Source: an optimization exercise on an open RTL-to-GDS flow (aim: small area and a short achievable clock period). Production flows keep margins and buffers that such runs may drop. Where RTL was checked, it was by simulation tests only, not by an equivalence proof against the original.

==> v25: inputs <==
## srve_fc420
module srve_fc420 (
    input  wire       clk,
    input  wire       rst,
    input  wire [6:0] cfg_w,
    input  wire       in_valid,
    input  wire [7:0] in_r,
    input  wire [7:0] in_g,
    input  wire [7:0] in_b,
    output reg        y_valid,
    output reg  [7:0] y_data,
    output reg        c_valid,
    output reg  [7:0] u_data,
    output reg  [7:0] v_data
);
    wire ya_s1;
    wire ya_c2;
    wire ya_s3;
    wire ya_c4;
    wire ya_s5;
    wire ya_c6;
    wire ya_s7;
    wire ya_c8;
    wire ya_s9;
    wire ya_c10;
    wire ya_s11;
    wire ya_c12;
    wire ya_s13;
    wire ya_c14;
    wire ya_s15;
    wire ya_c16;
    wire ya_s17;
    wire ya_c18;
    wire ya_s19;
    wire ya_c20;
    wire ya_s21;
    wire ya_c22;
    wire ya_s23;
    wire ya_c24;
    wire ya_s25;
    wire ya_c26;
    wire ya_s27;
    wire ya_c28;
    wire ya_s29;
    wire ya_c30;
    wire ya_s31;
    wire ya_c32;
    wire ya_s33;
    wire ya_c34;
    wire ya_s35;
    wire ya_c36;
    wire ya_s37;
    wire ya_c38;
    wire ya_s39;
    wire ya_c40;
    wire ya_s41;
    wire ya_c42;
    wire ya_s43;
    wire ya_c44;
    wire ya_s45;
    wire ya_c46;
    wire ya_s47;
    wire ya_c48;
  ...
clock: 10.0 ns
lec_check: 0
cap_margin: 20
core_margin: 2
core_utilization: 55
cts_cluster_diameter: 80
cts_cluster_size: 24
slew_margin: 20
standard.sh (not shown) runs the stock make flow with config.mk's settings and CLKGATE_MAP_FILE= SYNTH_SCRIPT=/design/flow/synth_recipe.tcl, a recipe that flattens the netlist after the stock synthesis.
==> flow/flow/run.sh <==
#!/bin/bash
set -euo pipefail
bash standard.sh synth > synth.log 2>&1
bash standard.sh SETUP_SLACK_MARGIN=7.0 'BUFFER_PORTS_ARGS=-buffer_cell sky130_fd_sc_hd__buf_4' finish > layout.log 2>&1
==> v15: changes against v25 <==
- CTS_CLUSTER_DIAMETER: 80 -> 60
- CTS_CLUSTER_SIZE: 24 -> 28
==> flow_summary.json <==
{
  "status": "complete, no violations",
  "whs_ns": 0.3898,
  "nNonClkBuffers": 108,
  "fin_area_um2": 58330,
  "dr_wl_met2_um": 44480,
  "area_share_nonclk_buffers": 0.01798,
  "final-clk-cell-share": 0.05897,
  "syn_to_final_growth_pct": 12.02,
  "p_seq_frac": 0.381,
  "nets": 4072,
  "seqCellArea_um2": 34920,
  "vias": 24950,
  "grt_use_total": 0.2014,
  "power.density_nw_per_um2": 314.7,
  "tightest_slew_ns": 1.192
}
[end of results for v15]
==> flow_summary.json <==
{
  "whs_ns": 0.3984,
  "grt_use_total": 0.2006,
  "dr_wl_met2_um": 43790,
  "status": "complete, no violations",
  "area_share_nonclk_buffers": 0.01742,
  "fin_area_um2": 56870,
  "nNonClkBuffers": 105,
  "power.density_nw_per_um2": 302.9,
  "final-clk-cell-share": 0.03595,
  "tightest_slew_ns": 1.108,
  "p_seq_frac": 0.406,
  "syn_to_final_growth_pct": 9.223,
  "seqCellArea_um2": 34910
}
[end of results for v25]

---

==> exp/sierra <==
srve_fc420, a different RTL version from the one above (not shown whole).
Settings: LEC_CHECK=0, CAP_MARGIN=20, CORE_MARGIN=2, CORE_UTILIZATION=55, CTS_CLUSTER_DIAMETER=80, CTS_CLUSTER_SIZE=30, SLEW_MARGIN=20; clock period 10.0 ns.
==> flow/flow/run.sh <==
#!/bin/bash
set -euo pipefail
bash standard.sh synth > synth.log 2>&1
bash standard.sh SETUP_SLACK_MARGIN=6.8 'BUFFER_PORTS_ARGS=-buffer_cell sky130_fd_sc_hd__buf_4' finish > layout.log 2>&1
==> inputs of exp/willow, as changes to exp/sierra <==
--- a/flow/design.v
+++ b/flow/design.v
@@ -1130,57 +1130,63 @@
         v0 <= in_valid & ~rst;
         rq <= rst;
         r0 <= in_r;
         g0 <= in_g;
         b0 <= in_b;
         p0 <= {1'b0, in_r, 2'b00} + {3'b000, in_g};
         if (rst) wlast <= cfg_w[5:1] - 5'd1;
     end
-    reg [31:0] oh;
-    reg        ph, odd;
-    wire       last = oh[wlast];
+    reg [4:0] blk;
+    reg       ph, odd;
     always @(posedge clk) begin
         if (rq) begin
-            oh  <= 32'd1;
+            blk <= 5'd0;
             ph  <= 1'b0;
             odd <= 1'b0;
         end else if (v0) begin
             ph <= ~ph;
             if (ph) begin
-                if (last) begin
-                    oh  <= 32'd1;
+                if (blk == wlast) begin
+                    blk <= 5'd0;
                     odd <= ~odd;
                 end else begin
-                    oh  <= {oh[30:0], 1'b0};
+                    blk <= blk + 5'd1;
                 end
             end
         end
     end
     reg  [26:0] line [0:31];
-    reg  [26:0] top;
+    reg         shift;
+    always @(posedge clk)
+        shift <= in_valid & ~rst & ~rq & (ph ^ v0);
+    wire [1:0]  seg = wlast[4:3];
+    wire [2:0]  tap = wlast[2:0];
+    wire [26:0] top = odd ? line[{2'b11, tap}] : 27'd0;
     integer k;
-    always @(*) begin
-        top = 27'd0;
-        for (k = 0; k < 32; k = k + 1)
-            top = top | (line[k] & {27{oh[k] & odd}});
-    end
     reg [9:0] ar, ag, ab;        
     always @(posedge clk)
         if (v0 && !ph) begin
             ar <= {1'b0, top[26:18]} + {2'b0, r0};
             ag <= {1'b0, top[17:9]}  + {2'b0, g0};
             ab <= {1'b0, top[8:0]}   + {2'b0, b0};
         end
     wire [9:0] sr = ar + {2'b0, r0};
     wire [9:0] sg = ag + {2'b0, g0};
     wire [9:0] sb = ab + {2'b0, b0};
+    wire [26:0] push = {sr[8:0], sg[8:0], sb[8:0]};
     always @(posedge clk)
-        for (k = 0; k < 32; k = k + 1)
-            if (v0 && ph && !odd && oh[k]) line[k] <= {sr[8:0], sg[8:0], sb[8:0]};
+        if (shift) begin
+            line[0]  <= push;
+            line[8]  <= (seg == 2'd2) ? push : line[7];
+            line[16] <= (seg == 2'd1) ? push : line[15];
+            line[24] <= (seg == 2'd0) ? push : line[23];
+            for (k = 1; k < 32; k = k + 1)
+                if (k % 8 != 0) line[k] <= line[k - 1];
+        end
     reg       cv1;
     reg [9:0] R1, G1, B1;        
     always @(posedge clk) begin
         cv1 <= v0 & ph & odd & ~rq;
         R1  <= sr;
         G1  <= sg;
         B1  <= sb;
     end
Settings changed: CTS_CLUSTER_SIZE 30 to 24.
==> inputs of exp/maple, as changes to exp/sierra <==
==> flow/run.sh (new file) <==
#!/bin/bash
# synth_recipe.tcl (not shown) runs the flow's synth.tcl, then flattens the netlist and writes it again
# the make line also repeats each setting of config.mk as NAME=value (left out here)
make -C /OpenROAD-flow-scripts/flow DESIGN_CONFIG=/design/flow/config.mk WORK_HOME=/design/flow/orfs CLKGATE_MAP_FILE= SYNTH_SCRIPT=/design/flow/synth_recipe.tcl finish
Settings changed: CORE_UTILIZATION 55 to 40, CTS_CLUSTER_DIAMETER 80 to not set, CTS_CLUSTER_SIZE 30 to not set.
removed: flow/flow/run.sh
removed: flow/standard.sh
==> inputs of exp/cedar, as changes to exp/sierra <==
Settings changed: CORE_UTILIZATION 55 to 40, CTS_CLUSTER_DIAMETER 80 to not set, CTS_CLUSTER_SIZE 30 to not set.
==> results.tsv <==
metric	value	unit
status	no timing/DRC/antenna violations	
p_clk	4670	uW
p_sw	6330	uW
synth_top_area_share	48.9	%
path_cells	buf_4 > a22o_1 > a221oi_1 > nand4_1 > o31a_1 > ha_1 > fa_1 > a21oi_1 > nor2_1 > nor2_1 > o21bai_1 > a21oi_1 > o21ai_0 > xnor2_1	
htree_levels	3	
That was exp/maple.
==> results.tsv <==
metric	value	unit
path_cells	buf_6 > fa_1 > inv_1 > fa_1 > inv_1 > fa_1 > inv_1 > fa_1 > inv_1 > fa_1 > inv_1	
power_leader	combinational cells	
htree_levels	2	
status	no timing/DRC/antenna violations	
p_clk	2780	uW
synth_top_area_share	52.7	%
p_sw	6330	uW
That was exp/willow.
==> results.tsv <==
metric	value	unit
status	no timing/DRC/antenna violations	
path_cells	buf_12 > a22oi_1 > nand4_1 > o31a_1 > ha_2 > fa_2 > a21oi_2 > nor2_2 > nor2_4 > o21bai_1 > a21oi_2 > o21ai_2 > xnor2_1	
synth_top_area_share	48.9	%
p_clk	4730	uW
p_sw	6490	uW
That was exp/cedar.
==> results.tsv <==
metric	value	unit
status	no timing/DRC/antenna violations	
worstHoldEndpoint	cv3$_DFF_P_	
p_sw	6210	uW
p_clk	2840	uW
path_cells	buf_12 > a22o_1 > a221oi_2 > nand4_1 > o31a_1 > ha_2 > fa_2 > a21oi_2 > nor2_1 > nor2_2 > o21bai_2 > a21oi_2 > o21ai_2 > xnor2_1	
grt_use_met2	53.5	%
synth_top_area_share	48.9	%
vias	32500	
postCtsHoldBufs	0	
htree_levels	2	
synth_most_common_cell	edfxtp_1	
That was exp/sierra.
The RTL of exp/sierra, exp/maple and exp/cedar was laid out without a check of its function.

[separate check: timing with driven ports]
No port has a modelled driver above. Below, the same layouts with a new extraction and two added sets of constraints.
Step 1 assumes that a clkbuf_16 drives the clock port and a buf_2 every other input.
Step 2, shift: input delay + t, output delay - t, t = (earliest + latest rising clock arrival at the registers) / 2. This alone moves slack from input paths to output paths.
Slacks: ideal / step 1 / step 2; pairs: ideal / step 1.
| run | t, ns | setup slack, ns | hold WS [ns] | worst setup path at the end | clock arrival spread, ns |
|---|---|---|---|---|---|
| v25 | 0.719 | 6.894 / 6.823 / 6.395 | 0.398 / 0.398 / 0.398 | input to register | 0.042 / 0.042 |
| v15 | 0.735 | 6.879 / 6.815 / 6.413 | 0.390 / 0.390 / 0.390 | input to register | 0.048 / 0.048 |
| exp/sierra | 0.790 | 6.728 / 6.728 / 6.443 | 0.423 / 0.423 / 0.423 | input to register | 0.073 / 0.073 |
| exp/willow | 0.766 | 6.741 / 6.741 / 6.466 | 0.399 / 0.399 / 0.399 | input to register | 0.048 / 0.047 |
| exp/maple | 0.814 | 6.031 / 6.031 / 6.002 | 0.430 / 0.430 / 0.430 | input to register | 0.071 / 0.071 |
| exp/cedar | 0.843 | 6.739 / 6.692 / 6.494 | 0.424 / 0.424 / 0.424 | input to register | 0.039 / 0.038 |
After both steps setup and hold are still met in every run listed. The setup slack of v25, which loses most, moves by -0.071 ns with the drivers and by -0.499 ns with both steps.
